From an optimization exercise on the open Yosys and OpenROAD flow, aimed at a short achievable clock period; shortcuts taken in it are not production practice.
Function was checked by simulation only, so behaviour that the tests miss may differ from the original.
Power and IR drop assume default switching activity.

==> flow/flow/run.sh <==
#!/bin/bash
# Layout flow: the standard ORFS flow, with timing repair aimed at a setup
# slack margin well above what the 10 ns clock asks for, so that the resizer
# keeps working on the critical paths (the SDC is unchanged), and a last
# max-slew/max-cap repair after global routing (flow/post_grt.tcl).
# make's output goes to standard_flow.log; each ORFS step logs under orfs/logs/.
set -euo pipefail
MARGIN=${MARGIN:-7.0}
bash standard.sh SETUP_SLACK_MARGIN=$MARGIN TNS_END_PERCENT=100 \
  POST_GLOBAL_ROUTE_TCL=$PWD/flow/post_grt.tcl finish > standard_flow.log 2>&1
==> flow/flow/post_grt.tcl <==
# After global routing's timing repair: repair max slew and capacitance
# again, with margin, since repair_timing can leave drivers at the limit.
# Same sequence as global_route.tcl uses after its own repair_design.
repair_design -slew_margin 30 -cap_margin 30
global_route -start_incremental
detailed_placement
global_route -end_incremental
estimate_parasitics -global_routing
write_guides $::env(RESULTS_DIR)/route.guide
==> flow/constraint.sdc <==
create_clock -name core_clock -period 10.0 [get_ports {clk}]
set_input_delay 2.0000 -clock core_clock [delete_from_list [all_inputs] [get_ports {clk}]]
set_output_delay 2.0000 -clock core_clock [all_outputs]
set_load 0.01 [all_outputs]
==> flow/design.v <==
module twms_decode (
  input  logic        valid,
  input  logic [1:0]  port,        
  input  logic [31:0] w,           
  output logic        mal,         
  output logic        rng,         
  output logic        fstat,       
  output logic [1:0]  xstart,      
  output logic [1:0]  xstat,
  output logic [1:0]  bufwr,
  output logic [1:0]  bufrd,
  output logic        evpost,
  output logic        evclr,
  output logic        evpend,
  output logic [4:0]  emblk,       
  output logic [4:0]  emunblk,
  output logic        emcda,
  output logic        emsleep,
  output logic [1:0][2:0] subev,   
  output logic [1:0][2:0] irqraise,
  output logic [1:0]  irqen,
  output logic [1:0]  irqstat,
  output logic        wake
);
  logic host, env, sev;
  assign host = valid && (port == 2'd0);
  assign env  = valid && (port == 2'd1);
  assign sev  = valid && (port == 2'd2);
  logic [15:0] opd;
  always_comb
    for (int i = 0; i < 16; i++) opd[i] = (w[31:28] == 4'(i));
  logic z7_0, z23_8, z21_8, z25_24, z27_8, z7_5, z4_3, z2_0, z7_3, z27_24, z23_22;
  assign z7_0   = (w[7:0] == 8'b0);
  assign z7_5   = (w[7:5] == 3'b0);
  assign z7_3   = (w[7:3] == 5'b0);
  assign z4_3   = (w[4:3] == 2'b0);
  assign z2_0   = (w[2:0] == 3'b0);
  assign z23_8  = (w[23:8] == 16'b0);
  assign z21_8  = (w[21:8] == 14'b0);
  assign z23_22 = (w[23:22] == 2'b0);
  assign z25_24 = (w[25:24] == 2'b0);
  assign z27_24 = (w[27:24] == 4'b0);
  assign z27_8  = z27_24 && z23_8;
  logic [1:0] bus;                    
  assign bus = {!w[27] && w[26], !w[27] && !w[26]};
  logic cnt_ok, lvl_ok;
  assign cnt_ok = (w[9:7] != 3'd0) && (w[9:7] <= 3'd4);
  assign lvl_ok = (w[2:0] <= 3'd4);
  logic [4:0] lvl;
  always_comb
    for (int l = 0; l < 5; l++) lvl[l] = (w[2:0] == 3'(l));
  logic [2:0] sk, ik;
  assign sk[0] = (w[25:24] == 2'd0) && z7_0;
  assign sk[1] = (w[25:24] == 2'd1);
  assign sk[2] = (w[25:24] == 2'd2) && z7_0;
  assign ik[0] = (w[23:22] == 2'd0) && z7_0;
  assign ik[1] = (w[23:22] == 2'd1);
  assign ik[2] = (w[23:22] == 2'd2) && z7_0;
  logic wf_xstart, wf_xstat, wf_bufwr, wf_bufrd, wf_evpc, wf_evpend, wf_emlv, wf_em0,
        wf_subev, wf_irqraise, wf_irqen, wf_irqstat, wf_fstat, wf_wake;
  assign wf_xstart   = host && opd[1] && (w[6:5] == 2'b0);
  assign wf_xstat    = host && opd[2] && z25_24 && z23_8 && z7_0;
  assign wf_bufwr    = host && opd[3] && z23_8;
  assign wf_bufrd    = host && opd[4] && z25_24 && z23_8 && z7_0;
  assign wf_evpc     = host && (opd[5] || opd[6]) && z27_8 && z7_5;
  assign wf_evpend   = host && opd[7] && z27_8 && z7_0;
  assign wf_emlv     = host && (opd[8] || opd[9]) && z27_8 && z7_3;
  assign wf_em0      = host && (opd[10] || opd[11]) && z27_8 && z7_0;
  assign wf_subev    = sev && opd[12] && z23_8 && (sk != 3'b0);
  assign wf_irqraise = env && opd[13] && z25_24 && z21_8 && (ik != 3'b0);
  assign wf_irqen    = host && opd[13] && (w[25:24] == 2'd1) && z23_8 && z7_3;
  assign wf_irqstat  = host && opd[13] && (w[25:24] == 2'd2) && z23_8 && z7_0;
  assign wf_fstat    = host && opd[14] && z27_24 && z23_8 && z7_0;
  assign wf_wake     = env && opd[14] && (w[27:24] == 4'd1) && z23_8 && z7_0;
  logic wf_bus, wf_any, in_rng;
  assign wf_bus = wf_xstart || wf_xstat || wf_bufwr || wf_bufrd || wf_subev ||
                  wf_irqraise || wf_irqen || wf_irqstat;
  assign wf_any = wf_bus || wf_evpc || wf_evpend || wf_emlv || wf_em0 || wf_fstat || wf_wake;
  assign in_rng = !((wf_bus && w[27]) || (wf_xstart && !cnt_ok) || (wf_emlv && !lvl_ok));
  assign mal = !wf_any;
  assign rng = !in_rng;
  assign fstat    = wf_fstat;
  assign xstart   = {2{wf_xstart && cnt_ok}} & bus;
  assign xstat    = {2{wf_xstat}} & bus;
  assign bufwr    = {2{wf_bufwr}} & bus;
  assign bufrd    = {2{wf_bufrd}} & bus;
  assign evpost   = wf_evpc && opd[5];
  assign evclr    = wf_evpc && opd[6];
  assign evpend   = wf_evpend;
  assign emblk    = {5{wf_emlv && opd[8]}} & lvl;
  assign emunblk  = {5{wf_emlv && opd[9]}} & lvl;
  assign emcda    = wf_em0 && opd[10];
  assign emsleep  = wf_em0 && opd[11];
  assign subev[0]    = {3{wf_subev && bus[0]}} & sk;
  assign subev[1]    = {3{wf_subev && bus[1]}} & sk;
  assign irqraise[0] = {3{wf_irqraise && bus[0]}} & ik;
  assign irqraise[1] = {3{wf_irqraise && bus[1]}} & ik;
  assign irqen    = {2{wf_irqen}} & bus;
  assign irqstat  = {2{wf_irqstat}} & bus;
  assign wake     = wf_wake;
endmodule
module twms (
  input  logic        clk,
  input  logic        rst,           
  input  logic        cmd_valid,
  input  logic [1:0]  cmd_port,      
  input  logic [31:0] cmd_word,
  output logic        rsp_valid,
  output logic        rsp_ok,
  output logic [31:0] rsp_data,
  output logic [1:0]  bo0_cnt,       
  output logic [10:0] bo0_act0,
  output logic [10:0] bo0_act1,
  output logic [1:0]  bo1_cnt,       
  output logic [10:0] bo1_act0,
  output logic [10:0] bo1_act1,
  output logic        sleep_valid,   
  output logic [2:0]  sleep_level,
  output logic        pwr_asleep,    
  output logic [2:0]  pwr_level,
  output logic        halt,          
  output logic [2:0]  fcode,
  output logic [7:0]  finfo
);
  localparam logic [10:0] BA_START = 11'h000, BA_STOP = 11'h100, BA_TX = 11'h400;
  logic [1:0][2:0]  st_q;
  logic [1:0]       avail_q;
  logic [1:0]       mode_q;
  logic [1:0][6:0]  paddr_q;
  logic [1:0][7:0]  raddr_q;
  logic [1:0][2:0]  rem_q;
  logic [1:0][31:0] buf_q;
  logic [1:0][31:0] evoh_q;      
  logic [1:0][2:0]  if_q;
  logic [1:0][2:0]  ien_q;
  logic [1:0][7:0]  rxdata_q;
  logic [31:0]      ev_q;
  logic [4:0][2:0]  vote_q;
  logic [1:0]       x_xs;        
  logic [1:0]       x_bw;        
  logic [1:0][2:0]  x_hv;        
  logic             x_dlv;       
  logic [1:0][2:0]  x_irq;       
  logic [1:0][2:0]  x_clr;       
  logic [1:0]       x_ien;       
  logic             x_evpost, x_evclr;
  logic [4:0]       x_vinc, x_vdec;
  logic             f_mode;
  logic [6:0]       f_paddr;
  logic [7:0]       f_raddr;
  logic [2:0]       f_cnt;
  logic [31:0]      f_evoh;
  logic [3:0]       f_lane;
  logic [7:0]       f_byte;
  logic [2:0]       f_ien;
  logic             rsp_valid_q, rsp_ok_q;
  logic [31:0]      rsp_data_q;
  logic [1:0][1:0]  bo_cnt_q;
  logic [1:0][10:0] bo_a0_q, bo_a1_q;
  logic             slp_valid_q;
  logic [2:0]       slp_level_q;
  logic             asleep_q;
  logic [2:0]       plevel_q;
  logic             halt_q;
  logic [2:0]       fcode_q;
  logic [7:0]       finfo_q;
  assign rsp_valid   = rsp_valid_q;
  assign rsp_ok      = rsp_ok_q;
  assign rsp_data    = rsp_data_q;
  assign bo0_cnt     = bo_cnt_q[0];
  assign bo0_act0    = bo_a0_q[0];
  assign bo0_act1    = bo_a1_q[0];
  assign bo1_cnt     = bo_cnt_q[1];
  assign bo1_act0    = bo_a0_q[1];
  assign bo1_act1    = bo_a1_q[1];
  assign sleep_valid = slp_valid_q;
  assign sleep_level = slp_level_q;
  assign pwr_asleep  = asleep_q;
  assign pwr_level   = plevel_q;
  assign halt        = halt_q;
  assign fcode       = fcode_q;
  assign finfo       = finfo_q;
  logic [1:0][2:0]  st_n;
  logic [1:0]       avail_n;
  logic [1:0]       mode_n;
  logic [1:0][6:0]  paddr_n;
  logic [1:0][7:0]  raddr_n;
  logic [1:0][2:0]  rem_n;
  logic [1:0][31:0] buf_n;
  logic [1:0][31:0] evoh_n;
  logic [1:0][2:0]  if_n;
  logic [1:0][2:0]  ien_n;
  logic [1:0][7:0]  rxdata_n;
  logic [31:0]      ev_n;
  logic [4:0][2:0]  vote_n;
  logic [1:0][2:0] rm_q;
  always_comb begin
    for (int b = 0; b < 2; b++) begin
      rm_q[b] = rem_q[b] - 3'd1;
      st_n[b]     = st_q[b];
      avail_n[b]  = avail_q[b];
      mode_n[b]   = mode_q[b];
      paddr_n[b]  = paddr_q[b];
      raddr_n[b]  = raddr_q[b];
      rem_n[b]    = rem_q[b];
      evoh_n[b]   = evoh_q[b];
      if (x_xs[b]) begin
        st_n[b]    = 3'd1;
        avail_n[b] = 1'b0;
        mode_n[b]  = f_mode;
        paddr_n[b] = f_paddr;
        raddr_n[b] = f_raddr;
        rem_n[b]   = f_cnt;
        evoh_n[b]  = f_evoh;
      end
      if (x_hv[b][0]) begin
        case (st_q[b])
          3'd1:    st_n[b] = mode_q[b] ? 3'd2 : 3'd4;
          3'd2:    st_n[b] = 3'd3;
          3'd3:    st_n[b] = 3'd5;
          default: st_n[b] = (rm_q[b] == 3'd0) ? 3'd6 : 3'd4;
        endcase
        if (st_q[b] == 3'd4) rem_n[b] = rm_q[b];
      end
      if (x_hv[b][1]) begin
        st_n[b]  = (rm_q[b] == 3'd0) ? 3'd6 : 3'd5;
        rem_n[b] = rm_q[b];
      end
      if (x_hv[b][2]) begin
        st_n[b]    = 3'd0;
        avail_n[b] = 1'b1;
      end
      for (int j = 0; j < 4; j++) begin
        buf_n[b][8*j +: 8] = buf_q[b][8*j +: 8];
        if (x_bw[b] && f_lane[j])
          buf_n[b][8*j +: 8] = f_byte;
        if (x_hv[b][1] && (rm_q[b][1:0] == 2'(j)))
          buf_n[b][8*j +: 8] = x_dlv ? rxdata_q[b] : f_byte;
      end
      if_n[b] = (if_q[b] | x_irq[b]) & ~x_clr[b];
      ien_n[b] = x_ien[b] ? f_ien : ien_q[b];
      rxdata_n[b] = x_irq[b][1] ? f_byte : rxdata_q[b];
    end
    ev_n = ev_q;
    if (x_evpost) ev_n = ev_n | f_evoh;
    if (x_evclr)  ev_n = ev_n & ~f_evoh;
    if (x_hv[0][2]) ev_n = ev_n | evoh_q[0];
    if (x_hv[1][2]) ev_n = ev_n | evoh_q[1];
    for (int l = 0; l < 5; l++)
      vote_n[l] = x_vinc[l] ? vote_q[l] + 3'd1 : x_vdec[l] ? vote_q[l] - 3'd1 : vote_q[l];
  end
  logic [4:0]       vfull, vzero;
  logic [2:0]       cda;
  logic [1:0][2:0]  hf;           
  logic [1:0][2:0][2:0] hcode;
  logic [1:0][2:0][7:0] hinfo;
  logic [1:0][2:0][1:0] hcnt;     
  logic [1:0][10:0] ack_a0, ack_a1, rx_a0;
  logic [1:0]       dlv_on;       
  logic [2:0]       dlv_kind;
  logic             dlv_fatal;
  logic [2:0]       dlv_fcode;
  logic [7:0]       dlv_finfo;
  logic [1:0][1:0]  dlv_cnt;
  logic [1:0][10:0] dlv_a0, dlv_a1;
  logic [1:0][1:0][2:0] pend_x;
  logic [1:0][2:0]  pend;
  logic [1:0][2:0]  rm_n;
  always_comb begin
    for (int l = 0; l < 5; l++) begin
      vfull[l] = (vote_n[l] == 3'd5);
      vzero[l] = (vote_n[l] == 3'd0);
    end
    cda = 3'd4;
    for (int l = 3; l >= 0; l--)
      if (!vzero[l]) cda = 3'(l);
    for (int b = 0; b < 2; b++) begin
      rm_n[b] = rem_n[b] - 3'd1;
      hf[b][0] = !(st_n[b] == 3'd1 || st_n[b] == 3'd2 || st_n[b] == 3'd3 || st_n[b] == 3'd4);
      hf[b][1] = !(st_n[b] == 3'd3 || st_n[b] == 3'd5);
      hf[b][2] = !(st_n[b] == 3'd6) || vzero[2];
      for (int k = 0; k < 3; k++) begin
        if (k == 2 && st_n[b] == 3'd6) begin
          hcode[b][k] = 3'd2;
          hinfo[b][k] = 8'd2;
        end else begin
          hcode[b][k] = 3'd1;
          hinfo[b][k] = {2'b0, 1'(b), st_n[b], 2'(k)};
        end
      end
      hcnt[b][0] = 2'd0;
      ack_a0[b]  = BA_TX | {3'b0, buf_n[b][8*rm_n[b][1:0] +: 8]};
      ack_a1[b]  = BA_STOP;
      case (st_n[b])
        3'd1: begin
          hcnt[b][0] = 2'd1;
          ack_a0[b]  = BA_TX | {3'b0, raddr_n[b]};
        end
        3'd2: begin
          hcnt[b][0] = 2'd2;
          ack_a0[b]  = BA_START;
          ack_a1[b]  = BA_TX | {3'b0, paddr_n[b], 1'b1};
        end
        3'd4: hcnt[b][0] = (rm_n[b] == 3'd0) ? 2'd2 : 2'd1;
        default: ;
      endcase
      hcnt[b][1] = 2'd0;
      if (st_n[b] == 3'd3 || st_n[b] == 3'd5) hcnt[b][1] = (rm_n[b] == 3'd0) ? 2'd2 : 2'd1;
      hcnt[b][2] = 2'd0;
      rx_a0[b] = (rm_n[b] == 3'd0) ? 11'h300 : 11'h200;    
      pend[b] = if_n[b] & ien_n[b];
    end
    dlv_on[0] = !halt_q && (pend[0] != 3'b0);
    dlv_on[1] = !halt_q && (pend[0] == 3'b0) && (pend[1] != 3'b0);
    dlv_kind = 3'b000;
    dlv_fatal = 1'b0;
    dlv_fcode = 3'd0;
    dlv_finfo = 8'd0;
    for (int b = 0; b < 2; b++) begin
      pend_x[b][0] = {pend[b][2] & !pend[b][1] & !pend[b][0], pend[b][1] & !pend[b][0], pend[b][0]};
      dlv_cnt[b] = 2'd0;
      dlv_a0[b]  = pend[b][0] ? ack_a0[b] : rx_a0[b];
      dlv_a1[b]  = pend[b][0] ? ack_a1[b] : BA_STOP;
      for (int k = 0; k < 3; k++)
        if (pend_x[b][0][k]) dlv_cnt[b] = dlv_on[b] ? hcnt[b][k] : 2'd0;
    end
    for (int b = 0; b < 2; b++)
      if (dlv_on[b]) begin
        dlv_kind = pend_x[b][0];
        for (int k = 0; k < 3; k++)
          if (pend_x[b][0][k]) begin
            dlv_fatal = hf[b][k];
            dlv_fcode = hcode[b][k];
            dlv_finfo = hinfo[b][k];
          end
      end
  end
  logic            v, nv;           
  logic            d_mal, d_rng, d_fstat, d_evpost, d_evclr, d_evpend, d_emcda, d_emsleep, d_wake;
  logic [1:0]      d_xstart, d_xstat, d_bufwr, d_bufrd, d_irqen, d_irqstat;
  logic [4:0]      d_emblk, d_emunblk;
  logic [1:0][2:0] d_subev, d_irqraise;
  assign v  = cmd_valid && !rst;
  assign nv = !cmd_valid && !rst;
  twms_decode u_decode (
    .valid    (v),
    .port     (cmd_port),
    .w        (cmd_word),
    .mal      (d_mal),
    .rng      (d_rng),
    .fstat    (d_fstat),
    .xstart   (d_xstart),
    .xstat    (d_xstat),
    .bufwr    (d_bufwr),
    .bufrd    (d_bufrd),
    .evpost   (d_evpost),
    .evclr    (d_evclr),
    .evpend   (d_evpend),
    .emblk    (d_emblk),
    .emunblk  (d_emunblk),
    .emcda    (d_emcda),
    .emsleep  (d_emsleep),
    .subev    (d_subev),
    .irqraise (d_irqraise),
    .irqen    (d_irqen),
    .irqstat  (d_irqstat),
    .wake     (d_wake)
  );
  logic             h;
  logic [1:0]       e_xs, e_bw, e_sub;
  logic [1:0][2:0]  e_hv;
  logic             c1, c2, c3, c4, c5, fat_cmd, fatal, ok;
  logic [31:0]      rd;
  logic [2:0]       fc;
  logic [7:0]       fi;
  logic             sleep_x, wake_x, sub_any;
  logic             rsp_ok_d;
  logic [31:0]      rsp_data_d;
  logic [1:0][1:0]  bo_cnt_d;
  logic [1:0][10:0] bo_a0_d, bo_a1_d;
  always_comb begin
    h = halt_q;
    for (int b = 0; b < 2; b++) begin
      e_xs[b]  = d_xstart[b] && !h && avail_n[b] && !vfull[2];
      e_bw[b]  = d_bufwr[b] && !h && avail_n[b];
      e_sub[b] = (d_subev[b] != 3'b0) && !h;
      for (int k = 0; k < 3; k++)
        e_hv[b][k] = (d_subev[b][k] && !h && !hf[b][k]) ||
                     (nv && dlv_on[b] && dlv_kind[k] && !hf[b][k]);
    end
    c4 = v && h && !d_fstat;
    c1 = v && !h && d_mal;
    c2 = v && !h && !d_mal && d_rng;
    c3 = !h && (((d_xstart | d_bufwr) & ~avail_n) != 2'b0);
    fat_cmd = !h && ((((d_xstart & avail_n) != 2'b0) && vfull[2]) ||
                     ((d_emblk & vfull) != 5'b0) ||
                     ((d_emunblk & vzero) != 5'b0) ||
                     ((d_subev[0] & hf[0]) != 3'b0) ||
                     ((d_subev[1] & hf[1]) != 3'b0));
    c5 = fat_cmd;
    fatal = fat_cmd || (nv && dlv_fatal);
    rd = 32'b0;
    for (int b = 0; b < 2; b++) begin
      if (d_xstat[b])   rd[7:0]  = rd[7:0] | {mode_n[b], rem_n[b], st_n[b], avail_n[b]};
      if (d_bufrd[b])   rd       = rd | buf_n[b];
      if (d_irqstat[b]) rd[15:0] = rd[15:0] | {rxdata_n[b], 2'b0, ien_n[b], if_n[b]};
    end
    if (d_evpend)              rd       = rd | ev_n;
    if (d_emcda || d_emsleep)  rd[2:0]  = rd[2:0] | cda;
    if (h)                     rd       = 32'b0;
    if (d_fstat)               rd[15:0] = {finfo_q, 4'b0, fcode_q, h};
    ok = v && !c4 && !d_mal && !d_rng && !c3 && !c5;
    rsp_ok_d = ok;
    rsp_data_d = rd;
    rsp_data_d[0] = c1 || c3 || c5 || rd[0];
    rsp_data_d[1] = c2 || c3 || rd[1];
    rsp_data_d[2] = c4 || c5 || rd[2];
    for (int b = 0; b < 2; b++) begin
      bo_cnt_d[b] = 2'd0;
      for (int k = 0; k < 3; k++)
        if (d_subev[b][k] && !h) bo_cnt_d[b] = hcnt[b][k];
      if (nv)      bo_cnt_d[b] = dlv_cnt[b];
      if (e_xs[b]) bo_cnt_d[b] = 2'd2;
      if (!cmd_valid) begin
        bo_a0_d[b] = dlv_a0[b];
        bo_a1_d[b] = dlv_a1[b];
      end else if (cmd_word[31:28] == 4'h1) begin
        bo_a0_d[b] = BA_START;
        bo_a1_d[b] = BA_TX | {3'b0, cmd_word[24:18], 1'b0};
      end else begin
        bo_a0_d[b] = cmd_word[24] ? rx_a0[b] : ack_a0[b];
        bo_a1_d[b] = cmd_word[24] ? BA_STOP : ack_a1[b];
      end
    end
    fc = 3'd0;
    fi = 8'd0;
    if (nv && dlv_fatal) begin
      fc = dlv_fcode;
      fi = dlv_finfo;
    end
    if (!h && ((d_xstart & avail_n) != 2'b0) && vfull[2]) begin
      fc = fc | 3'd3;
      fi = fi | 8'd2;
    end
    for (int l = 0; l < 5; l++) begin
      if (!h && d_emblk[l] && vfull[l]) begin
        fc = fc | 3'd3;
        fi = fi | 8'(l);
      end
      if (!h && d_emunblk[l] && vzero[l]) begin
        fc = fc | 3'd2;
        fi = fi | 8'(l);
      end
    end
    for (int b = 0; b < 2; b++)
      for (int k = 0; k < 3; k++)
        if (!h && d_subev[b][k] && hf[b][k]) begin
          fc = fc | hcode[b][k];
          fi = fi | hinfo[b][k];
        end
    sleep_x = d_emsleep && !h;
    wake_x  = d_wake && !h;
    sub_any = (e_sub != 2'b0) || (nv && (dlv_on != 2'b0));
  end
  always_ff @(posedge clk) begin
    rsp_valid_q <= v;
    rsp_ok_q    <= rsp_ok_d;
    rsp_data_q  <= rsp_data_d;
    bo_cnt_q    <= bo_cnt_d;
    bo_a0_q     <= bo_a0_d;
    bo_a1_q     <= bo_a1_d;
    slp_valid_q <= sleep_x;
    slp_level_q <= cda;
    if (rst) begin
      halt_q   <= 1'b0;
      fcode_q  <= 3'd0;
      finfo_q  <= 8'd0;
      asleep_q <= 1'b0;
      plevel_q <= 3'd0;
    end else begin
      halt_q   <= h || fatal;
      fcode_q  <= h ? fcode_q : fc;
      finfo_q  <= h ? finfo_q : fi;
      asleep_q <= sleep_x || (asleep_q && !sub_any && !wake_x);
      if (sleep_x) plevel_q <= cda;
    end
    x_xs     <= e_xs;
    x_bw     <= e_bw;
    x_hv     <= e_hv;
    x_dlv    <= !cmd_valid;
    for (int b = 0; b < 2; b++) begin
      x_irq[b] <= d_irqraise[b] & {3{!h}};
      x_clr[b] <= {3{nv && dlv_on[b]}} & dlv_kind;
    end
    x_ien    <= d_irqen & {2{!h}};
    x_evpost <= d_evpost && !h;
    x_evclr  <= d_evclr && !h;
    for (int l = 0; l < 5; l++) begin
      x_vinc[l] <= (d_emblk[l] && !h && !vfull[l]) || (l == 2 && e_xs != 2'b0);
      x_vdec[l] <= (d_emunblk[l] && !h && !vzero[l]) ||
                   (l == 2 && (e_hv[0][2] || e_hv[1][2]));
    end
    f_mode   <= cmd_word[25];
    f_paddr  <= cmd_word[24:18];
    f_raddr  <= cmd_word[17:10];
    f_cnt    <= cmd_word[9:7];
    for (int i = 0; i < 32; i++) f_evoh[i] <= (cmd_word[4:0] == 5'(i));
    for (int i = 0; i < 4; i++)  f_lane[i] <= (cmd_word[25:24] == 2'(i));
    f_byte   <= cmd_word[7:0];
    f_ien    <= cmd_word[2:0];
    if (rst) begin
      st_q     <= '0;
      avail_q  <= '1;
      mode_q   <= '0;
      paddr_q  <= '0;
      raddr_q  <= '0;
      rem_q    <= '0;
      buf_q    <= '0;
      evoh_q   <= {2{32'd1}};
      if_q     <= '0;
      ien_q    <= '1;
      rxdata_q <= '0;
      ev_q     <= '0;
      vote_q   <= '0;
    end else begin
      st_q     <= st_n;
      avail_q  <= avail_n;
      mode_q   <= mode_n;
      paddr_q  <= paddr_n;
      raddr_q  <= raddr_n;
      rem_q    <= rem_n;
      buf_q    <= buf_n;
      evoh_q   <= evoh_n;
      if_q     <= if_n;
      ien_q    <= ien_n;
      rxdata_q <= rxdata_n;
      ev_q     <= ev_n;
      vote_q   <= vote_n;
    end
  end
endmodule
==> flow/standard.sh <==
#!/bin/bash
# synth_recipe.tcl (not shown) runs the flow's synth.tcl, then flattens the netlist and writes it again
# the make line also repeats each setting of config.mk as NAME=value (left out here)
make -C /OpenROAD-flow-scripts/flow DESIGN_CONFIG=/design/flow/config.mk WORK_HOME=/design/flow/orfs CLKGATE_MAP_FILE= SYNTH_SCRIPT=/design/flow/synth_recipe.tcl "${@:-finish}"
==> flow/config.mk <==
export PLATFORM = sky130hd
export DESIGN_NAME = twms
export DESIGN_NICKNAME = twms
export VERILOG_FILES = /design/flow/design.v
export SDC_FILE = /design/flow/constraint.sdc
export NUM_CORES = 4
export LEC_CHECK = 0
export CAP_MARGIN = 20
export CORE_MARGIN = 2
export CORE_UTILIZATION = 40
export PLACE_DENSITY = 0.6
export SLEW_MARGIN = 20
==> results.json, run 1 <==
{
  "outcome": "complete, no violations",
  "power_density_mw_per_mm2": 152,
  "skew_ns": 0.0148,
  "clkTransAtPathRegs_ns": 0.06,
  "max_freq_ghz": 0.258,
  "internal-power_uw": 3010,
  "ir_worst_vdd_v": 0.000116,
  "startpoint": "cmd_word[14]",
  "finalInstanceArea_mm2": 0.0258,
  "finalHoldViolCount": 0,
  "wl_per_cell_um": 26.3,
  "grt_overflow": 0,
  "io_pins": 139,
  "ctsResizeCount": 917,
  "ys.flop_type": "dfxtp_1",
  "critPathArrivalTime_ns": 4.41,
  "async_reset_ff_share_pct": 0,
  "crit_buf_inv": 5,
  "cp.depth": 12,
  "finalWeightedCongestion": 0.970,
  "cp_max_fo": 4,
  "cts_setup_buffers": 86,
  "fin_nets": 2431,
  "clkPwrFrac_pct": 50.5,
  "r2r_cells": 8,
  "ctsLongestPathBuffers": 3,
  "worstSetupEndpointType": "flop",
  "antenna_found_initial": 0,
  "seqPwrFrac_pct": 45.9,
  "placementRows": 80,
  "max_stage_delay_ns": 0.48,
  "fp.dieW_um": 224,
  "worst_pin_slew_ns": 0.921,
  "wl_mm": 79.5,
  "drc": 0,
  "min_period_over_period_pct": 38.8,
  "switching_power_uw": 902,
  "cts_hold_buffers": 0,
  "syn_area_per_cell_um2": 8.95,
  "final_cell_mix": "nor2_1, dfxtp_1, mux2i_1",
  "yosysWarnings": 2,
  "crit_chain": "buf_6 -> nor4_4 -> buf_4 -> buf_6 -> nand4_4 -> buf_12 -> or4_4 -> buf_4 -> o21ai_0 -> a21boi_0 -> and4b_1 -> a31oi_1",
  "dr_total_vias": 18300,
  "min_from": "x_clr[5]",
  "grt_max_degree": 93,
  "utilization_pct": 53.9,
  "post-dp-hpwl_mm": 54.6,
  "pwr-share-comb_pct": 3.6,
  "maxCapViolCount": 0,
  "synth_edf_count": 0,
  "first_global_vias": 17700,
  "dp_slack_ns": 4.40,
  "die_h_um": 224,
  "drtIter0Drc": 1906,
  "io_buffers": 133,
  "placed_area_mm2": 0.0213,
  "clockRootBuffer": "clkbuf_16",
  "ys_seq_area_share_pct": 45.8,
  "swShare_pct": 23.0,
  "relSlewSlack_pct": 38.4,
  "synthCells": 2172,
  "cp.required_ns": 10.53,
  "cpLargestDelayFamily": "simple AND/OR/NAND/NOR gates",
  "synth_area_mm2": 0.0194,
  "final-max-slew-violation-count": 0,
  "finalCriticalPeriod_ns": 3.88,
  "fp.dieArea_mm2": 0.0504,
  "drive_gt1_share_pct": 28.2,
  "setup_slack_ns": 6.12,
  "critical_path_class": "input pin to flop",
  "start_kind": "input pin",
  "area_growth_pct": 32.7,
  "final.setup.tns_ns": 0,
  "clock_latency_ns": 0.62,
  "drtAntennaViolNets": 0,
  "num-fill-cells": 4370,
  "ys_ff_latch": 445,
  "yosysUniqueCellTypes": 100,
  "p_leak_uw": 0.00940,
  "cts_tree": "built",
  "final_common_cell": "nor2_1",
  "start_util_pct": 40.6,
  "r2r_start": "f_ien[0]",
  "cts.sinks": 445,
  "viasPerCell": 6.06,
  "htree_num_levels": 2,
  "drtPass1Iterations": 5,
  "cts_made_buffers": 50,
  "hp-class": "flop to flop",
  "grt_pass1_wl_mm": 117,
  "cp_slowest_cell": "or4_4",
  "grt_usage_pct": 31.0,
  "core_region_area_mm2": 0.0478,
  "antenna_cells": 0,
  "finalSetupViolations": 0,
  "worst_hold_path.num_cells": 1
}
-- Yosys cell counts (12+ instances only) --
master | instances | area share (%)
nand2b_1 | 76 | 2.4
dfxtp_1 | 445 | 46
nand3_1 | 43 | 1.1
o21a_1 | 19 | 0.73
ha_1 | 24 | 1.5
nor2b_1 | 19 | 0.61
inv_1 | 38 | 0.73
nor4_1 | 24 | 0.77
mux2i_1 | 131 | 6.7
nor2_1 | 436 | 8.4
clkbuf_1 | 85 | 1.6
a221oi_1 | 37 | 1.7
or2_2 | 16 | 0.52
buf_2 | 12 | 0.31
a31oi_1 | 14 | 0.45
a21oi_1 | 98 | 2.5
nor3_1 | 62 | 1.6
nand2_1 | 114 | 2.2
o22ai_1 | 62 | 2.0
or3_1 | 14 | 0.45
o21ai_0 | 54 | 1.4
mux4_2 | 16 | 1.9
o221ai_1 | 67 | 3.0
buf_1 | 18 | 0.35
nand4_1 | 19 | 0.61
-- layer usage --
layer	GRT usage, %	up-vias	share of wire [%]
met5	0	-	0
met4	15.6	0	5.5
met3	6.14	201	8.2
met2	48.0	885	44
met1	41.2	8966	42
li1	-	8259	-
-- final cells by class --
class / instances / area (µm²) / share of cell area (%)
multi-input combinational: 1567 / 11300 / 43.8
sequential: 445 / 9050 / 35.1
timing repair buffer: 265 / 2770 / 10.7
clock buffer: 68 / 1420 / 5.51
tap: 615 / 769 / 2.98
clock inverter: 21 / 332 / 1.29
inverter: 41 / 155 / 0.602
-- registers in the layout, summed over array words and instances, names as in the netlist, 14 cells and up --
signal and flops:
bo_a0_q 22, f_evoh 32, paddr_q 14, rsp_data_q 32
evoh_q 64, raddr_q 16, ev_q 32, vote_q 15
rxdata_q 16, buf_q 64, bo_a1_q 20
-- power groups by stage --
stage / combinational, µW / sequential [µW] / clock [µW]
6_report: 141 / 1800 / 1970
4_1_cts: 134 / 1800 / 1990
3_5_place_dp: 105 / 1840 / 0
3_3_place_gp: 106 / 1840 / 0
2_1_floorplan: 58.3 / 1830 / 0
-- worst paths after layout --
check | endpoint | slack (ns)
hold / removal | if_q[5] | 0.46
setup / recovery | halt_q | 6.12
hold reg to reg | if_q[5] | 0.46
setup reg to reg | finfo_q[4] | 6.47
-- per-stage QoR --
| step | hold WS [ns] | cells | total power, µW |
|---|---|---|---|
| 2_1_floorplan | 0.414 | 2176 | 1890 |
| 3_3_place_gp | 0.428 | 2818 | 1950 |
| 3_5_place_dp | 0.444 | 2818 | 1940 |
| 4_1_cts | 0.453 | 3005 | 3920 |
| 6_report | 0.456 | 3022 | 3910 |
-- cell families after synthesis --
logic type / synth area share [%]
adders and majority gates: 1.55
xor gates and xnor gates: 0.721
buffers and inverters: 3.43
and+or+nand+nor: 22.1
muxes: 8.85
other: 0.0193
AOI/OAI and AO/OA: 17.5
DFF: 45.8
==> inputs of run 2 (changes only) <==
==> flow/run.sh (new file) <==
#!/bin/bash
# synth_recipe.tcl (not shown) runs the flow's synth.tcl, then flattens the netlist and writes it again
# the make line also repeats each setting of config.mk as NAME=value (left out here)
make -C /OpenROAD-flow-scripts/flow DESIGN_CONFIG=/design/flow/config.mk WORK_HOME=/design/flow/orfs CLKGATE_MAP_FILE= SYNTH_SCRIPT=/design/flow/synth_recipe.tcl finish
removed: flow/flow/run.sh
removed: flow/flow/post_grt.tcl
removed: flow/standard.sh
==> run 2 against run 1 <==
Register-to-register slack got worse by 0.23 ns. Sequential share of layout area rose by 4.0 points. Die area did not move. Power fell by 4.1%. Area after synthesis did not move. Sequential power barely moved. Critical path type unchanged. Largest cell class unchanged.
==> results.json, run 2 <==
{
  "core_region_area_mm2": 0.0478,
  "synth_commonest_cells": "dfxtp_1, nor2_1, mux2i_1",
  "wl_per_cell_um": 25.2,
  "synth_edf_count": 0,
  "cp_slowest_cell": "clkdlybuf4s50_1",
  "finalCriticalPeriod_ns": 5.03,
  "ys_seq_area_share_pct": 45.8,
  "dr_total_vias": 17600,
  "synth_area_mm2": 0.0194,
  "cts_made_buffers": 50,
  "yosysMostFrequentCell": "dfxtp_1",
  "synthCells": 2172,
  "first_global_vias": 16900,
  "fin_nets": 2317,
  "p_leak_uw": 0.00782,
  "worstSetupEndpointType": "flop",
  "clockRootBuffer": "clkbuf_16",
  "crit_chain": "clkdlybuf4s50_1 -> or3_1 -> nor3_2 -> nand3_1 -> or3_1 -> nand2_1 -> a211o_1 -> nor3_1 -> a21oi_1",
  "drtIter0Drc": 2013,
  "drive_gt1_share_pct": 7.67,
  "dp_slack_ns": 4.39,
  "finalWeightedCongestion": 0.991,
  "finalSetupViolations": 0,
  "io_buffers": 133,
  "syn_area_per_cell_um2": 8.95,
  "cts_tree": "built",
  "cts_hold_buffers": 0,
  "crit_top_cell": "or3_1",
  "final.setup.tns_ns": 0,
  "placementRows": 80,
  "viasPerCell": 6.05,
  "clock_latency_ns": 0.61,
  "area_growth_pct": 17.4,
  "grt_overflow": 0,
  "outcome": "complete, no violations",
  "wl_mm": 73.3,
  "setup_slack_ns": 4.97,
  "grt_pass1_wl_mm": 109,
  "cp.required_ns": 10.52,
  "grt_usage_pct": 28.7,
  "finalNonFillerCells": 2910,
  "antenna_cells": 0,
  "yosysTopAreaCell": "dfxtp_1",
  "max_stage_delay_ns": 0.68,
  "final_cell_mix": "dfxtp_1, nor2_1, clkdlybuf4s50_1",
  "min_period_over_period_pct": 50.3,
  "final-max-slew-violation-count": 0,
  "ctsLongestPathBuffers": 3,
  "critPathArrivalTime_ns": 5.55,
  "ir_worst_vdd_v": 0.000125,
  "max_freq_ghz": 0.199,
  "num-fill-cells": 4601,
  "cts.sinks": 445,
  "worst_pin_slew_ns": 1.06,
  "grt_max_degree": 93,
  "ys.flop_type": "dfxtp_1",
  "ctsResizeCount": 0,
  "antenna_found_initial": 0,
  "whs_ns": 0.469,
  "placed_cells": 2818,
  "finalHoldViolCount": 0,
  "io_pins": 139,
  "fp.dieArea_mm2": 0.0504,
  "top_regs": "buf_q (64), evoh_q (64)",
  "synth.top_cell.area_share_pct": 45.8,
  "drtAntennaViolNets": 0,
  "post-dp-hpwl_mm": 53.6,
  "start_util_pct": 40.6,
  "drtPass1Iterations": 5,
  "skew_ns": 0.0199,
  "maxCapViolCount": 0,
  "drc": 0,
  "rsz0062_at_grt": "no",
  "cts_setup_buffers": 0,
  "die_h_um": 224,
  "yosysWarnings": 2,
  "async_reset_ff_share_pct": 0,
  "clkTransAtPathRegs_ns": 0.06,
  "hp-class": "flop to flop",
  "regToRegSetupSlack_ns": 6.24,
  "critical_path_class": "input pin to flop",
  "netlist_top_cells_area": "dfxtp_1, nor2_1, mux2i_1",
  "yosysUniqueCellTypes": 100,
  "power_density_mw_per_mm2": 164,
  "start_kind": "input pin",
  "fp.dieW_um": 224,
  "final_common_cell": "dfxtp_1",
  "cp_max_fo": 16,
  "htree_num_levels": 2,
  "ys_ff_latch": 445,
  "relSlewSlack_pct": 29.1
}
-- run 2: metrics by stage --
| stage | util (%) | power [µW] | cell area [µm²] |
|---|---|---|---|
| 4_1_cts | 47.7 | 3770 | 22800 |
| 6_report | 47.7 | 3750 | 22800 |
| 5_1_grt | 47.7 | 3860 | 22800 |
| 3_5_place_dp | 44.3 | 1940 | 21200 |
| 2_1_floorplan | - | 1880 | 19400 |
| 3_3_place_gp | 44.3 | 1940 | 21200 |
-- run 2: final timing paths --
check	startpoint	to	depth (start not counted)
hold / removal	asleep_q	asleep_q	2
setup reg to reg	x_hv[1]	bo_a1_q[1]	7
hold reg to reg	asleep_q	asleep_q	2
setup / recovery	cmd_word[2]	rsp_data_q[2]	9
-- run 2: layout make-up --
cell class,count,area (µm²),share of cell area [%]
well taps,615,769,3.37
multi-input cells,1567,9880,43.3
clock buffers,62,1350,5.91
clock inverters,29,284,1.24
repair buffers,151,1470,6.43
flip-flops and latches,445,8920,39.1
inverters,41,154,0.675
-- run 2: worst max-delay path, delay by kind of cell --
| kind | cells | cell delay, ns |
|---|---|---|
| simple gates | 6 | 2.51 |
| buf+inv | 1 | 0.68 |
| compound gates | 2 | 0.36 |
-- run 2: per-layer routing --
| metal | vias to the layer above | global-route usage [%] | routed length (µm) |
|---|---|---|---|
| li1 | 8019 | - | - |
| met1 | 8604 | 39.7 | 32500 |
| met2 | 823 | 43.8 | 32100 |
| met3 | 154 | 5.26 | 5440 |
| met4 | 0 | 12.2 | 3230 |
| met5 | - | 0 | 0 |
-- run 2: where the power goes --
group	switching (µW)	total, µW	internal (µW)
registers	17.3	1800	1780
logic	71.4	105	33.2
clock network	780	1850	1070
total	869	3750	2880
-- run 2: cell families after synthesis --
family                   count (synthesis)  share of synthesized area [%]
multiplexers                           151                           8.85
AO/OA/AOI/OAI                          474                           17.5
buffers and inverters                  164                           3.43
adder cells (fa/ha/maj)                 24                           1.55
other                                    1                         0.0193
XOR/XNOR                                16                          0.721
flip-flops                             445                           45.8
AND/OR/NAND/NOR                        897                           22.1
==> inputs of run 3 (changes only) <==
--- a/flow/config.mk
+++ b/flow/config.mk
@@ -10,3 +10,4 @@
 export CORE_UTILIZATION = 40
 export PLACE_DENSITY = 0.6
+export SETUP_SLACK_MARGIN = 5
 export SLEW_MARGIN = 20
==> run 3 against run 2 <==
Highest routed layer unchanged. Final area about the same. Area after synthesis did not move. Non-clock buffer count is the same. Die area did not move. Register-to-register slack barely moved. Count of clock-buffer cells in the layout stayed put. Maximum frequency increased by 0.91%. Cell count stayed put. Clock power is essentially flat.
==> results.json, run 3 <==
{
  "cts.sinks": 445,
  "final-max-slew-violation-count": 0,
  "finalWeightedCongestion": 0.991,
  "wl_mm": 73.2,
  "fin_nets": 2317,
  "synth_area_mm2": 0.0194,
  "ys.flop_type": "dfxtp_1",
  "rsz0062_at_grt": "yes",
  "io_pins": 139,
  "synth_commonest_cells": "dfxtp_1, nor2_1, mux2i_1",
  "post-dp-hpwl_mm": 53.6,
  "fp.dieW_um": 224,
  "final.setup.tns_ns": 0,
  "netlist_top_cells_area": "dfxtp_1, nor2_1, mux2i_1",
  "finalCriticalPeriod_ns": 4.99,
  "wl_per_cell_um": 25.2,
  "r2r_cells": 7,
  "synthCells": 2172,
  "hp-class": "flop to flop",
  "skew_ns": 0.0217,
  "top_regs": "buf_q (64), evoh_q (64)",
  "yosysWarnings": 2,
  "switching_power_uw": 872,
  "final-seq-area_mm2": 0.00892,
  "io_buffers": 133,
  "min_period_over_period_pct": 49.9,
  "max_freq_ghz": 0.201,
  "power_density_mw_per_mm2": 164,
  "placementRows": 80,
  "drtPass1Iterations": 6,
  "start_kind": "input pin",
  "seqPwrFrac_pct": 48.0,
  "cp_max_fo": 15,
  "critPathArrivalTime_ns": 5.48,
  "worst_hold_path.num_cells": 2,
  "cp.required_ns": 10.50,
  "finalHoldViolCount": 0,
  "grt_usage_pct": 28.7,
  "grt_max_degree": 93,
  "syn_area_per_cell_um2": 8.95,
  "critical_path_class": "input pin to flop",
  "fp.dieArea_mm2": 0.0504,
  "swShare_pct": 23.2,
  "area_growth_pct": 17.5,
  "drtIter0Drc": 1951,
  "htree_num_levels": 2,
  "start_util_pct": 40.6,
  "internal-power_uw": 2880,
  "antenna_found_initial": 0,
  "clkTransAtPathRegs_ns": 0.06,
  "antenna_cells": 0,
  "cts_hold_buffers": 0,
  "worst_pin_slew_ns": 1.05,
  "utilization_pct": 47.7,
  "ys_ff_latch": 445,
  "grt_pass1_wl_mm": 109,
  "viasPerCell": 6.04,
  "synth.top_cell.area_share_pct": 45.8,
  "multi_input_area_mm2": 0.00990,
  "outcome": "complete, no violations",
  "async_reset_ff_share_pct": 0,
  "cts_made_buffers": 50,
  "ir_worst_vdd_v": 0.000125,
  "worstSetupEndpointType": "flop",
  "yosysMostFrequentCell": "dfxtp_1",
  "drtAntennaViolNets": 0,
  "drc": 0,
  "first_global_vias": 16900,
  "core_region_area_mm2": 0.0478,
  "clock_latency_ns": 0.61,
  "clockRootBuffer": "clkbuf_16",
  "dr_total_vias": 17600,
  "yosysUniqueCellTypes": 100,
  "final_common_cell": "dfxtp_1",
  "yosysTopAreaCell": "dfxtp_1",
  "synth_edf_count": 0,
  "grt_overflow": 0,
  "finalSetupViolations": 0,
  "relSlewSlack_pct": 28.6,
  "clkPwrFrac_pct": 49.2,
  "final_cell_mix": "dfxtp_1, nor2_1, clkdlybuf4s50_1",
  "die_h_um": 224,
  "regToRegSetupSlack_ns": 6.23,
  "cts_tree": "built",
  "drive_gt1_share_pct": 7.84,
  "num-fill-cells": 4605,
  "pwr-share-comb_pct": 2.8,
  "ctsLongestPathBuffers": 3,
  "whs_ns": 0.469,
  "p_leak_uw": 0.00782,
  "ys_seq_area_share_pct": 45.8,
  "maxCapViolCount": 0
}
## run 3: cell counts after synthesis
Identical to the previous run, type by type.
## run 3: critical path, stage by stage
cell	delay [ns]
clkdlybuf4s50_1	0.85
nor4b_4	0.54
nand3_1	0.33
nor4_1	0.91
a22o_1	0.26
a21oi_1	0.12
and3_1	0.24
o32ai_1	0.22
## run 3: kinds of logic (layout without fill, tap and decap cells)
group	count (synthesis)	after routing	share of synthesized area, %
mux	151	151	8.85
fa+ha+maj	24	24	1.55
simple gates	897	897	22.1
buf+inv	164	283	3.43
xor+xnor	16	16	0.721
flops	445	445	45.8
other cells	1	5	0.0193
compound gates	474	474	17.5
## run 3: what timing repair did
item	4_1_cts	5_1_grt
endpoints found under the setup margin	0	12
gates resized for setup	0	4
endpoints found under the hold margin	0	0
buffers inserted	0	0
## run 3: power by group through the flow
stage | logic [µW] | registers [µW] | clock network, µW
2_1_floorplan | 55.6 | 1830 | 0
3_3_place_gp | 103 | 1840 | 0
3_5_place_dp | 103 | 1840 | 0
4_1_cts | 103 | 1800 | 1870
5_1_grt | 111 | 1800 | 1950
6_report | 105 | 1800 | 1850
## run 3: area by class of cell
type | count | share of cell area [%]
Inverter | 41 | 0.674
Tap cell | 615 | 3.37
Sequential cell | 445 | 39.0
Clock inverter | 29 | 1.24
Timing Repair Buffer | 151 | 6.43
Multi-Input combinational cell | 1567 | 43.3
Clock buffer | 62 | 5.90
## run 3: worst paths after layout
kind                                start         end
worst max-delay path            cmd_valid  finfo_q[1]
worst min-delay path             asleep_q    asleep_q
worst max register to register    x_hv[1]  bo_a1_q[1]
worst min register to register   asleep_q    asleep_q
## run 3: layer usage
| layer | track usage [%] | share of wire [%] | vias up |
|---|---|---|---|
| met2 | 43.8 | 44 | 831 |
| met4 | 12.2 | 4.4 | 0 |
| met1 | 39.7 | 44 | 8573 |
| met3 | 5.26 | 7.9 | 151 |
| met5 | 0 | 0 | - |
| li1 | - | - | 8025 |
## run 3: metrics by stage
stage / total power (µW) / instance area (µm²) / cells / setup slack [ns]
after detailed placement: 1940 / 21200 / 2818 / 4.39
final: 3750 / 22800 / 2910 / 5.01
after global placement: 1940 / 21200 / 2818 / 4.43
after floorplan: 1880 / 19400 / 2176 / 6.00
after CTS: 3770 / 22800 / 2909 / 5.02
after global routing: 3860 / 22800 / 2910 / 4.92
==> inputs of run 4 (changes only) <==
--- a/flow/design.v
+++ b/flow/design.v
@@ -162,10 +162,17 @@
   logic             asleep_q;
   logic [2:0]       plevel_q;
-  logic             halt_q;
-  logic [2:0]       fcode_q;
-  logic [7:0]       finfo_q;
+  logic             hp_q, fat_q;
+  logic [2:0]       fcp_q, fcn_q;
+  logic [7:0]       fip_q, fin_q;
+  logic             halt_cur;
+  logic [2:0]       fcode_cur;
+  logic [7:0]       finfo_cur;
+  assign halt_cur  = hp_q | fat_q;
+  assign fcode_cur = fcp_q | fcn_q;
+  assign finfo_cur = fip_q | fin_q;
   assign rsp_valid   = rsp_valid_q;
-  assign rsp_ok      = rsp_ok_q;
-  assign rsp_data    = rsp_data_q;
+  assign rsp_ok      = rsp_ok_q && !fat_q;        
+  assign rsp_data    = {rsp_data_q[31:3], rsp_data_q[2] | fat_q, rsp_data_q[1],
+                        rsp_data_q[0] | fat_q};   
   assign bo0_cnt     = bo_cnt_q[0];
   assign bo0_act0    = bo_a0_q[0];
@@ -178,7 +185,7 @@
   assign pwr_asleep  = asleep_q;
   assign pwr_level   = plevel_q;
-  assign halt        = halt_q;
-  assign fcode       = fcode_q;
-  assign finfo       = finfo_q;
+  assign halt        = halt_cur;
+  assign fcode       = fcode_cur;
+  assign finfo       = finfo_cur;
   logic [1:0][2:0]  st_n;
   logic [1:0]       avail_n;
@@ -311,6 +318,6 @@
       pend[b] = if_n[b] & ien_n[b];
     end
-    dlv_on[0] = !halt_q && (pend[0] != 3'b0);
-    dlv_on[1] = !halt_q && (pend[0] == 3'b0) && (pend[1] != 3'b0);
+    dlv_on[0] = !halt_cur && (pend[0] != 3'b0);
+    dlv_on[1] = !halt_cur && (pend[0] == 3'b0) && (pend[1] != 3'b0);
     dlv_kind = 3'b000;
     dlv_fatal = 1'b0;
@@ -380,5 +387,5 @@
   logic [1:0][10:0] bo_a0_d, bo_a1_d;
   always_comb begin
-    h = halt_q;
+    h = halt_cur;
     for (int b = 0; b < 2; b++) begin
       e_xs[b]  = d_xstart[b] && !h && avail_n[b] && !vfull[2];
@@ -409,11 +416,11 @@
     if (d_emcda || d_emsleep)  rd[2:0]  = rd[2:0] | cda;
     if (h)                     rd       = 32'b0;
-    if (d_fstat)               rd[15:0] = {finfo_q, 4'b0, fcode_q, h};
-    ok = v && !c4 && !d_mal && !d_rng && !c3 && !c5;
+    if (d_fstat)               rd[15:0] = {finfo_cur, 4'b0, fcode_cur, h};
+    ok = v && !c4 && !d_mal && !d_rng && !c3;
     rsp_ok_d = ok;
     rsp_data_d = rd;
-    rsp_data_d[0] = c1 || c3 || c5 || rd[0];
+    rsp_data_d[0] = c1 || c3 || rd[0];
     rsp_data_d[1] = c2 || c3 || rd[1];
-    rsp_data_d[2] = c4 || c5 || rd[2];
+    rsp_data_d[2] = c4 || rd[2];
     for (int b = 0; b < 2; b++) begin
       bo_cnt_d[b] = 2'd0;
@@ -473,13 +480,19 @@
     slp_level_q <= cda;
     if (rst) begin
-      halt_q   <= 1'b0;
-      fcode_q  <= 3'd0;
-      finfo_q  <= 8'd0;
+      hp_q     <= 1'b0;
+      fat_q    <= 1'b0;
+      fcp_q    <= 3'd0;
+      fcn_q    <= 3'd0;
+      fip_q    <= 8'd0;
+      fin_q    <= 8'd0;
       asleep_q <= 1'b0;
       plevel_q <= 3'd0;
     end else begin
-      halt_q   <= h || fatal;
-      fcode_q  <= h ? fcode_q : fc;
-      finfo_q  <= h ? finfo_q : fi;
+      hp_q     <= h;
+      fat_q    <= fatal;
+      fcp_q    <= fcode_cur;
+      fcn_q    <= fc;           
+      fip_q    <= finfo_cur;
+      fin_q    <= fi;
       asleep_q <= sleep_x || (asleep_q && !sub_any && !wake_x);
       if (sleep_x) plevel_q <= cda;
==> flow/flow/run.sh (new file) <==
#!/bin/bash
# Layout flow: the standard ORFS flow, with timing repair aimed at a setup
# slack margin well above what the 10 ns clock asks for, so that the resizer
# keeps working on the critical paths (the SDC is unchanged), and a last
# max-slew/max-cap repair after global routing (flow/post_grt.tcl). Port
# buffers are buf_4 (ORFS would pick a delay cell, clkdlybuf4s50_1).
# make's output goes to standard_flow.log; each ORFS step logs under orfs/logs/.
set -euo pipefail
MARGIN=${MARGIN:-7.0}
bash standard.sh SETUP_SLACK_MARGIN=$MARGIN TNS_END_PERCENT=100 \
  "BUFFER_PORTS_ARGS=-buffer_cell sky130_fd_sc_hd__buf_4" \
  POST_GLOBAL_ROUTE_TCL=$PWD/flow/post_grt.tcl finish > standard_flow.log 2>&1
==> flow/flow/post_grt.tcl (new file) <==
# After global routing's timing repair: repair max slew and capacitance
# again, with margin, since repair_timing can leave drivers at the limit.
# Same sequence as global_route.tcl uses after its own repair_design.
repair_design -slew_margin 30 -cap_margin 30
global_route -start_incremental
detailed_placement
global_route -end_incremental
estimate_parasitics -global_routing
write_guides $::env(RESULTS_DIR)/route.guide
==> flow/standard.sh (new file) <==
#!/bin/bash
# synth_recipe.tcl (not shown) runs the flow's synth.tcl, then flattens the netlist and writes it again
# the make line also repeats each setting of config.mk as NAME=value (left out here)
make -C /OpenROAD-flow-scripts/flow DESIGN_CONFIG=/design/flow/config.mk WORK_HOME=/design/flow/orfs CLKGATE_MAP_FILE= SYNTH_SCRIPT=/design/flow/synth_recipe.tcl "${@:-finish}"
--- a/flow/config.mk
+++ b/flow/config.mk
@@ -10,4 +10,3 @@
 export CORE_UTILIZATION = 40
 export PLACE_DENSITY = 0.6
-export SETUP_SLACK_MARGIN = 5
 export SLEW_MARGIN = 20
removed: flow/run.sh
==> run 4 against run 3 <==
Critical path type unchanged. Clock power increased by 2%. Largest cell class unchanged. Highest routed layer unchanged. Global-route usage about the same. Maximum frequency increased by 36%.
==> results.json, run 4 <==
{
  "start_kind": "input pin",
  "core_region_area_mm2": 0.0478,
  "cp_slowest_cell": "or4_4",
  "netlist_top_cells_area": "dfxtp_1, nor2_1, mux2i_1",
  "clkTransAtPathRegs_ns": 0.06,
  "crit_top_cell": "or4_4",
  "max_stage_delay_ns": 0.58,
  "syn_area_per_cell_um2": 8.96,
  "cts_made_buffers": 51,
  "p_leak_uw": 0.00889,
  "ys_ff_latch": 454,
  "final_cell_mix": "nor2_1, dfxtp_1, mux2i_1",
  "placementRows": 80,
  "swShare_pct": 22.8,
  "yosysMostFrequentCell": "dfxtp_1",
  "outcome": "complete, no violations",
  "whs_ns": 0.469,
  "min_period_over_period_pct": 36.7,
  "finalHoldViolCount": 0,
  "synth.top_cell.area_share_pct": 46.8,
  "skew_ns": 0.0469,
  "area_growth_pct": 28.9,
  "critPathArrivalTime_ns": 4.16,
  "clock_latency_ns": 0.63,
  "fin_nets": 2362,
  "grt_pass1_wl_mm": 109,
  "cts_hold_buffers": 0,
  "viasPerCell": 5.92,
  "finalCriticalPeriod_ns": 3.67,
  "crit_chain": "buf_12 -> or4_4 -> nor3_4 -> nand3_4 -> or4_4 -> nand4b_1 -> or3_1 -> a32oi_1",
  "cp_max_fo": 7,
  "cts_setup_buffers": 60,
  "final_common_cell": "nor2_1",
  "final.setup.tns_ns": 0,
  "clockRootBuffer": "clkbuf_16",
  "hp-class": "flop to flop",
  "synthCells": 2166,
  "cp.required_ns": 10.49,
  "pwr-share-comb_pct": 3.3,
  "grt_overflow": 0,
  "synth_area_mm2": 0.0194,
  "io_buffers": 133,
  "top_regs": "buf_q (64), evoh_q (64)",
  "htree_num_levels": 2,
  "drc": 0,
  "first_global_vias": 17000,
  "yosysWarnings": 2,
  "drtAntennaViolNets": 0,
  "total_power_uw": 3850,
  "placed_cells": 2780,
  "drtPass1Iterations": 5,
  "synth_edf_count": 0,
  "dr_total_vias": 17500,
  "grt_usage_pct": 28.7,
  "synth_commonest_cells": "dfxtp_1, nor2_1, mux2i_1",
  "yosysUniqueCellTypes": 82,
  "die_h_um": 224,
  "seqPwrFrac_pct": 47.6,
  "grt_max_degree": 105,
  "internal-power_uw": 2970,
  "power_density_mw_per_mm2": 154,
  "wl_per_cell_um": 24.9,
  "clkPwrFrac_pct": 49.1,
  "drtIter0Drc": 1619,
  "finalNonFillerCells": 2956,
  "ys.flop_type": "dfxtp_1",
  "utilization_pct": 52.3,
  "cts.sinks": 454,
  "worstSetupEndpointType": "flop",
  "io_pins": 139,
  "finalWeightedCongestion": 0.965,
  "wl_mm": 73.6,
  "fp.dieArea_mm2": 0.0503,
  "ctsLongestPathBuffers": 3,
  "post-dp-hpwl_mm": 51.0,
  "final-max-slew-violation-count": 0,
  "start_util_pct": 40.6,
  "maxCapViolCount": 0,
  "relSlewSlack_pct": 31.4,
  "critical_path_class": "input pin to flop",
  "cts_tree": "built",
  "finalSetupViolations": 0,
  "drive_gt1_share_pct": 27.4,
  "antenna_found_initial": 2,
  "worst_pin_slew_ns": 1.02,
  "ctsResizeCount": 402,
  "ir_worst_vdd_v": 0.000123,
  "max_freq_ghz": 0.272,
  "async_reset_ff_share_pct": 0,
  "ys_seq_area_share_pct": 46.8,
  "num-fill-cells": 4329,
  "yosysTopAreaCell": "dfxtp_1",
  "switching_power_uw": 879,
  "fp.dieW_um": 224
}
-- run 4: stage by stage --
step,setup WS (ns),cell area (µm²)
after detailed placement,4.99,20900
final,6.33,25000
after CTS,6.36,24500
after global placement,5.00,20900
after floorplan,6.05,19800
-- run 4: worst max-delay path: cells and delay by family --
kind	cells	cell delay, ns
buffers and inverters	1	0.11
AND/OR/NAND/NOR	6	1.95
AO/OA/AOI/OAI	1	0.09
-- run 4: worst paths after layout --
kind / start / endpoint / slack [ns] / depth (start not counted)
max: cmd_word[0] / rsp_data_q[0] / 6.33 / 8
min: evoh_q[0] / evoh_q[0] / 0.47 / 1
max reg2reg: rem_q[3] / fat_q / 6.51 / 10
min reg2reg: evoh_q[0] / evoh_q[0] / 0.47 / 1
-- run 4: power groups by stage --
| stage | logic [µW] | clock network, µW | registers, µW |
|---|---|---|---|
| floorplan | 57.0 | 0 | 1870 |
| detailed placement | 99.3 | 0 | 1870 |
| finish | 126 | 1890 | 1830 |
| CTS | 119 | 1920 | 1830 |
| global placement | 98.8 | 0 | 1870 |
-- run 4: cells by family after synthesis --
kind of cell               count (synthesis)  share of synthesized area [%]
and+or+nand+nor                          886                           21.8
DFF                                      454                           46.8
AOI/OAI and AO/OA                        442                           16.0
buffers and inverters                    200                           4.67
muxes                                    148                           8.70
adders and majority gates                 24                           1.55
xor gates and xnor gates                  11                          0.496
other                                      1                         0.0193
-- run 4: layer usage --
metal | track usage (%) | part of all wire, % | up-vias
li1 | - | - | 7987
met1 | 38.8 | 43 | 8607
met2 | 45.9 | 45 | 769
met3 | 5.63 | 8.0 | 143
met4 | 9.51 | 3.6 | 0
met5 | 0 | 0 | -
-- run 4: final cells by class --
type                       count  area [µm²]  share of cell area, %
antenna                        1        2.50                 0.0100
clock buffer                  75        1450                   5.78
clock inverter                17         241                  0.965
inverter                      46         176                  0.705
multi-input combinational   1519       10700                   42.7
sequential                   454        9250                   37.0
tap                          615         769                   3.08
timing repair buffer         229        2440                   9.74
==> inputs of run 5 (changes only) <==
--- a/flow/flow/run.sh
+++ b/flow/flow/run.sh
@@ -5,8 +5,12 @@
 # max-slew/max-cap repair after global routing (flow/post_grt.tcl). Port
 # buffers are buf_4 (ORFS would pick a delay cell, clkdlybuf4s50_1).
+# The platform's don't-use cells are extended with the slow high-stack gates
+# (flow/dont_use.txt), for synthesis and for the resizer alike.
 # make's output goes to standard_flow.log; each ORFS step logs under orfs/logs/.
 set -euo pipefail
 MARGIN=${MARGIN:-7.0}
+DONT_USE=$(tr '\n' ' ' < flow/dont_use.txt)
 bash standard.sh SETUP_SLACK_MARGIN=$MARGIN TNS_END_PERCENT=100 \
+  "DONT_USE_CELLS=$DONT_USE" \
   "BUFFER_PORTS_ARGS=-buffer_cell sky130_fd_sc_hd__buf_4" \
   POST_GLOBAL_ROUTE_TCL=$PWD/flow/post_grt.tcl finish > standard_flow.log 2>&1
==> flow/flow/dont_use.txt (new file) <==
sky130_fd_sc_hd__probe_p_8
sky130_fd_sc_hd__probec_p_8
sky130_fd_sc_hd__lpflow_bleeder_1
sky130_fd_sc_hd__lpflow_clkbufkapwr_1
sky130_fd_sc_hd__lpflow_clkbufkapwr_16
sky130_fd_sc_hd__lpflow_clkbufkapwr_2
sky130_fd_sc_hd__lpflow_clkbufkapwr_4
sky130_fd_sc_hd__lpflow_clkbufkapwr_8
sky130_fd_sc_hd__lpflow_clkinvkapwr_1
sky130_fd_sc_hd__lpflow_clkinvkapwr_16
sky130_fd_sc_hd__lpflow_clkinvkapwr_2
sky130_fd_sc_hd__lpflow_clkinvkapwr_4
sky130_fd_sc_hd__lpflow_clkinvkapwr_8
sky130_fd_sc_hd__lpflow_decapkapwr_12
sky130_fd_sc_hd__lpflow_decapkapwr_3
sky130_fd_sc_hd__lpflow_decapkapwr_4
sky130_fd_sc_hd__lpflow_decapkapwr_6
sky130_fd_sc_hd__lpflow_decapkapwr_8
sky130_fd_sc_hd__lpflow_inputiso0n_1
sky130_fd_sc_hd__lpflow_inputiso0p_1
sky130_fd_sc_hd__lpflow_inputiso1n_1
sky130_fd_sc_hd__lpflow_inputiso1p_1
sky130_fd_sc_hd__lpflow_inputisolatch_1
sky130_fd_sc_hd__lpflow_isobufsrc_1
sky130_fd_sc_hd__lpflow_isobufsrc_16
sky130_fd_sc_hd__lpflow_isobufsrc_2
sky130_fd_sc_hd__lpflow_isobufsrc_4
sky130_fd_sc_hd__lpflow_isobufsrc_8
sky130_fd_sc_hd__lpflow_isobufsrckapwr_16
sky130_fd_sc_hd__lpflow_lsbuf_lh_hl_isowell_tap_1
sky130_fd_sc_hd__lpflow_lsbuf_lh_hl_isowell_tap_2
sky130_fd_sc_hd__lpflow_lsbuf_lh_hl_isowell_tap_4
sky130_fd_sc_hd__lpflow_lsbuf_lh_isowell_4
sky130_fd_sc_hd__lpflow_lsbuf_lh_isowell_tap_1
sky130_fd_sc_hd__lpflow_lsbuf_lh_isowell_tap_2
sky130_fd_sc_hd__lpflow_lsbuf_lh_isowell_tap_4
sky130_fd_sc_hd__or4_*
sky130_fd_sc_hd__nor4_*
sky130_fd_sc_hd__or4b_*
sky130_fd_sc_hd__nor4b_*
sky130_fd_sc_hd__or4bb_*
sky130_fd_sc_hd__nor4bb_*
sky130_fd_sc_hd__or3_*
sky130_fd_sc_hd__nor3_*
sky130_fd_sc_hd__or3b_*
sky130_fd_sc_hd__nor3b_*
sky130_fd_sc_hd__o41ai_*
sky130_fd_sc_hd__a41oi_*
sky130_fd_sc_hd__o41a_*
sky130_fd_sc_hd__a41o_*
sky130_fd_sc_hd__o311ai_*
sky130_fd_sc_hd__o2111ai_*
sky130_fd_sc_hd__a2111oi_*
sky130_fd_sc_hd__o2111a_*
sky130_fd_sc_hd__a2111o_*
sky130_fd_sc_hd__o311a_*
==> run 5 against run 4 <==
Core utilization rose by 1.1 points. Area after synthesis rose by 1.5%. Global-route usage fell by 0.52 points. Flip-flop and latch count did not move. Critical endpoint is now halt.
==> results.json, run 5 <==
{
  "outcome": "complete, no violations",
  "switching_power_uw": 903,
  "ys_ff_latch": 454,
  "startpoint": "hp_q",
  "synth-simple-area-share_pct": 20.9,
  "async_reset_ff_share_pct": 0,
  "synthCells": 2188,
  "clock_latency_ns": 0.63,
  "skew_ns": 0.0361,
  "hp-class": "flop to flop",
  "yosysWarnings": 2,
  "max_stage_delay_ns": 0.33,
  "finalHoldViolCount": 0,
  "cpLargestDelayFamily": "buffers and inverters",
  "route.met2.wl_mm": 33.7,
  "worst_hold_path.num_cells": 2,
  "drtIter0Drc": 1714,
  "cp.required_ns": 8.00,
  "crit_buf_inv": 4,
  "grt_overflow": 0,
  "fp.dieW_um": 226,
  "critPathArrivalTime_ns": 1.56,
  "wl_per_cell_um": 24.1,
  "cts_setup_buffers": 78,
  "critical_path_class": "flop to primary output",
  "io_buffers": 133,
  "syn_area_per_cell_um2": 9.01,
  "cts_tree": "built",
  "crit_chain": "nor2_4 -> buf_12 -> clkinvlp_4 -> buf_12 -> buf_6",
  "synth_xor_area_share_pct": 0.533,
  "crit_top_cell": "buf_12",
  "first_global_vias": 16800,
  "internal-power_uw": 3070,
  "antenna_cells": 0,
  "final_cell_mix": "nor2_1, dfxtp_1, buf_6",
  "die_h_um": 226,
  "post-dp-hpwl_mm": 50.3,
  "setup_slack_ns": 6.44,
  "drc": 0,
  "fp.dieArea_mm2": 0.0511,
  "io_pins": 139,
  "swShare_pct": 22.7,
  "ys.flop_type": "dfxtp_1",
  "routed-wl-met3_mm": 5.58,
  "finalSetupViolations": 0,
  "start_kind": "flop",
  "final.setup.tns_ns": 0,
  "pwr-share-comb_pct": 2.9,
  "grt_pass1_wl_mm": 108,
  "final-max-slew-violation-count": 0,
  "synth_commonest_cells": "dfxtp_1, nor2_1, a21oi_1",
  "relSlewSlack_pct": 35.4,
  "core_region_area_mm2": 0.0487,
  "dp_slack_ns": 5.08,
  "max_freq_ghz": 0.281,
  "synth_area_mm2": 0.0197,
  "cts_made_buffers": 49,
  "synth_edf_count": 0,
  "drtAntennaViolNets": 0,
  "cp_slowest_cell": "dfxtp_2",
  "cts_hold_buffers": 0,
  "cp_max_fo": 2,
  "cp.depth": 5,
  "yosysTopAreaCell": "dfxtp_1",
  "yosysMostFrequentCell": "dfxtp_1",
  "finalWeightedCongestion": 0.949,
  "top_layer": "met5",
  "drive_gt1_share_pct": 30.8,
  "p_leak_uw": 0.00955,
  "power_density_mw_per_mm2": 153,
  "antenna_found_initial": 1,
  "clockRootBuffer": "clkbuf_16",
  "clkTransAtPathRegs_ns": 0.07,
  "synth_top_family_by_area": "simple AND/OR/NAND/NOR gates",
  "ctsResizeCount": 455,
  "clkPwrFrac_pct": 50.9,
  "netlist_top_cells_area": "dfxtp_1, nor2_1, mux2i_1",
  "synth.top_cell.area_share_pct": 46.1,
  "r2r_start": "rem_q[0]",
  "ys_seq_area_share_pct": 46.1,
  "min_period_over_period_pct": 35.6,
  "dr_total_vias": 17800,
  "synth_mux_area_share_pct": 8.77,
  "area_growth_pct": 31.9,
  "viasPerCell": 5.80,
  "ctsLongestPathBuffers": 3,
  "wl_mm": 73.7,
  "cts.sinks": 454,
  "min_from": "plevel_q[1]",
  "r2r_cells": 10,
  "grt_max_degree": 107,
  "seqPwrFrac_pct": 46.1,
  "finalCriticalPeriod_ns": 3.56,
  "htree_num_levels": 2,
  "start_util_pct": 40.4,
  "fin_nets": 2418,
  "placementRows": 81,
  "worst_pin_slew_ns": 0.963,
  "m1WireLength_mm": 31.0,
  "grt_usage_pct": 28.2,
  "utilization_pct": 53.3,
  "synthAdderAreaFrac_pct": 1.52,
  "yosysUniqueCellTypes": 80,
  "final_common_cell": "nor2_1",
  "worstSetupEndpointType": "primary output",
  "num-fill-cells": 4385,
  "ir_worst_vdd_v": 0.000122,
  "top_regs": "buf_q (64), evoh_q (64)",
  "maxCapViolCount": 0,
  "drtPass1Iterations": 5,
  "synth_compound_area_share_pct": 17.3
}
-- run 5: cell types whose count changed after synthesis, sizes merged, moves of 22 or more --
| cell | before | now |
|---|---|---|
| and3 | 6 | 28 |
| nand2b | 95 | 63 |
| nor2b | 13 | 48 |
| nor3 | 64 | 0 |
| nor4 | 24 | 0 |
| o21ai | 52 | 88 |
| o221ai | 69 | 37 |
| o22a | 2 | 37 |
-- run 5: logic make-up (layout without fill, tap and decap cells) --
group                    count (synthesis)  after routing
AND/OR/NAND/NOR                        866            867
adder cells (fa/ha/maj)                 24             24
buffers and inverters                  196            401
AO/OA/AOI/OAI                          489            489
XOR/XNOR                                12             12
other                                    1              5
flip-flops                             454            454
multiplexers                           146            146
-- run 5: layout make-up --
cell class	instances	area (µm²)	area share [%]
multi-input cells	1543	11000	42.4
flip-flops and latches	454	9240	35.5
repair buffers	263	2910	11.2
clock buffers	64	1370	5.28
well taps	664	831	3.19
clock inverters	28	442	1.70
inverters	46	186	0.717
-- run 5: power groups by stage --
stage                     sequential, µW  clock [µW]  combinational (µW)
after CTS                           1830        2040                 111
after global placement              1880           0                92.7
after floorplan                     1870           0                55.1
after detailed placement            1870           0                93.6
final                               1830        2020                 117
-- run 5: worst min-delay path, stage by stage (launching register included) --
cell and delay [ns]:
dfxtp_2 0.33, nand2_2 0.05, a21oi_1 0.05
-- run 5: metal layers --
layer / vias to the layer above / global-route usage [%]
li1: 8075 / -
met1: 8682 / 36.9
met2: 799 / 45.8
met3: 198 / 4.79
met4: 2 / 11.7
met5: - / 0
-- run 5: path summary, 6_finish.rpt --
| path | endpoint | slack, ns |
|---|---|---|
| worst max-delay path | halt | 6.44 |
| worst min-delay path | plevel_q[1] | 0.48 |
| worst max register to register | fin_q[2] | 6.89 |
| worst min register to register | plevel_q[1] | 0.48 |
-- run 5: stage by stage --
step | hold WS [ns] | instance area (µm²) | total power (µW) | std cells
after detailed placement | 0.455 | 21100 | 1970 | 2854
after global placement | 0.442 | 21100 | 1970 | 2854
after CTS | 0.463 | 25300 | 3990 | 3034
final | 0.479 | 26000 | 3970 | 3062
after floorplan | 0.432 | 20000 | 1920 | 2192

Re-timed with assumed drivers on the ports (clkbuf_16 on the clock, buf_2 on other inputs), run 5 has 6.382 ns of setup slack against 6.439 ns with ideal ports, and 5.865 ns once port delays also move by the mid clock arrival of 0.665 ns.
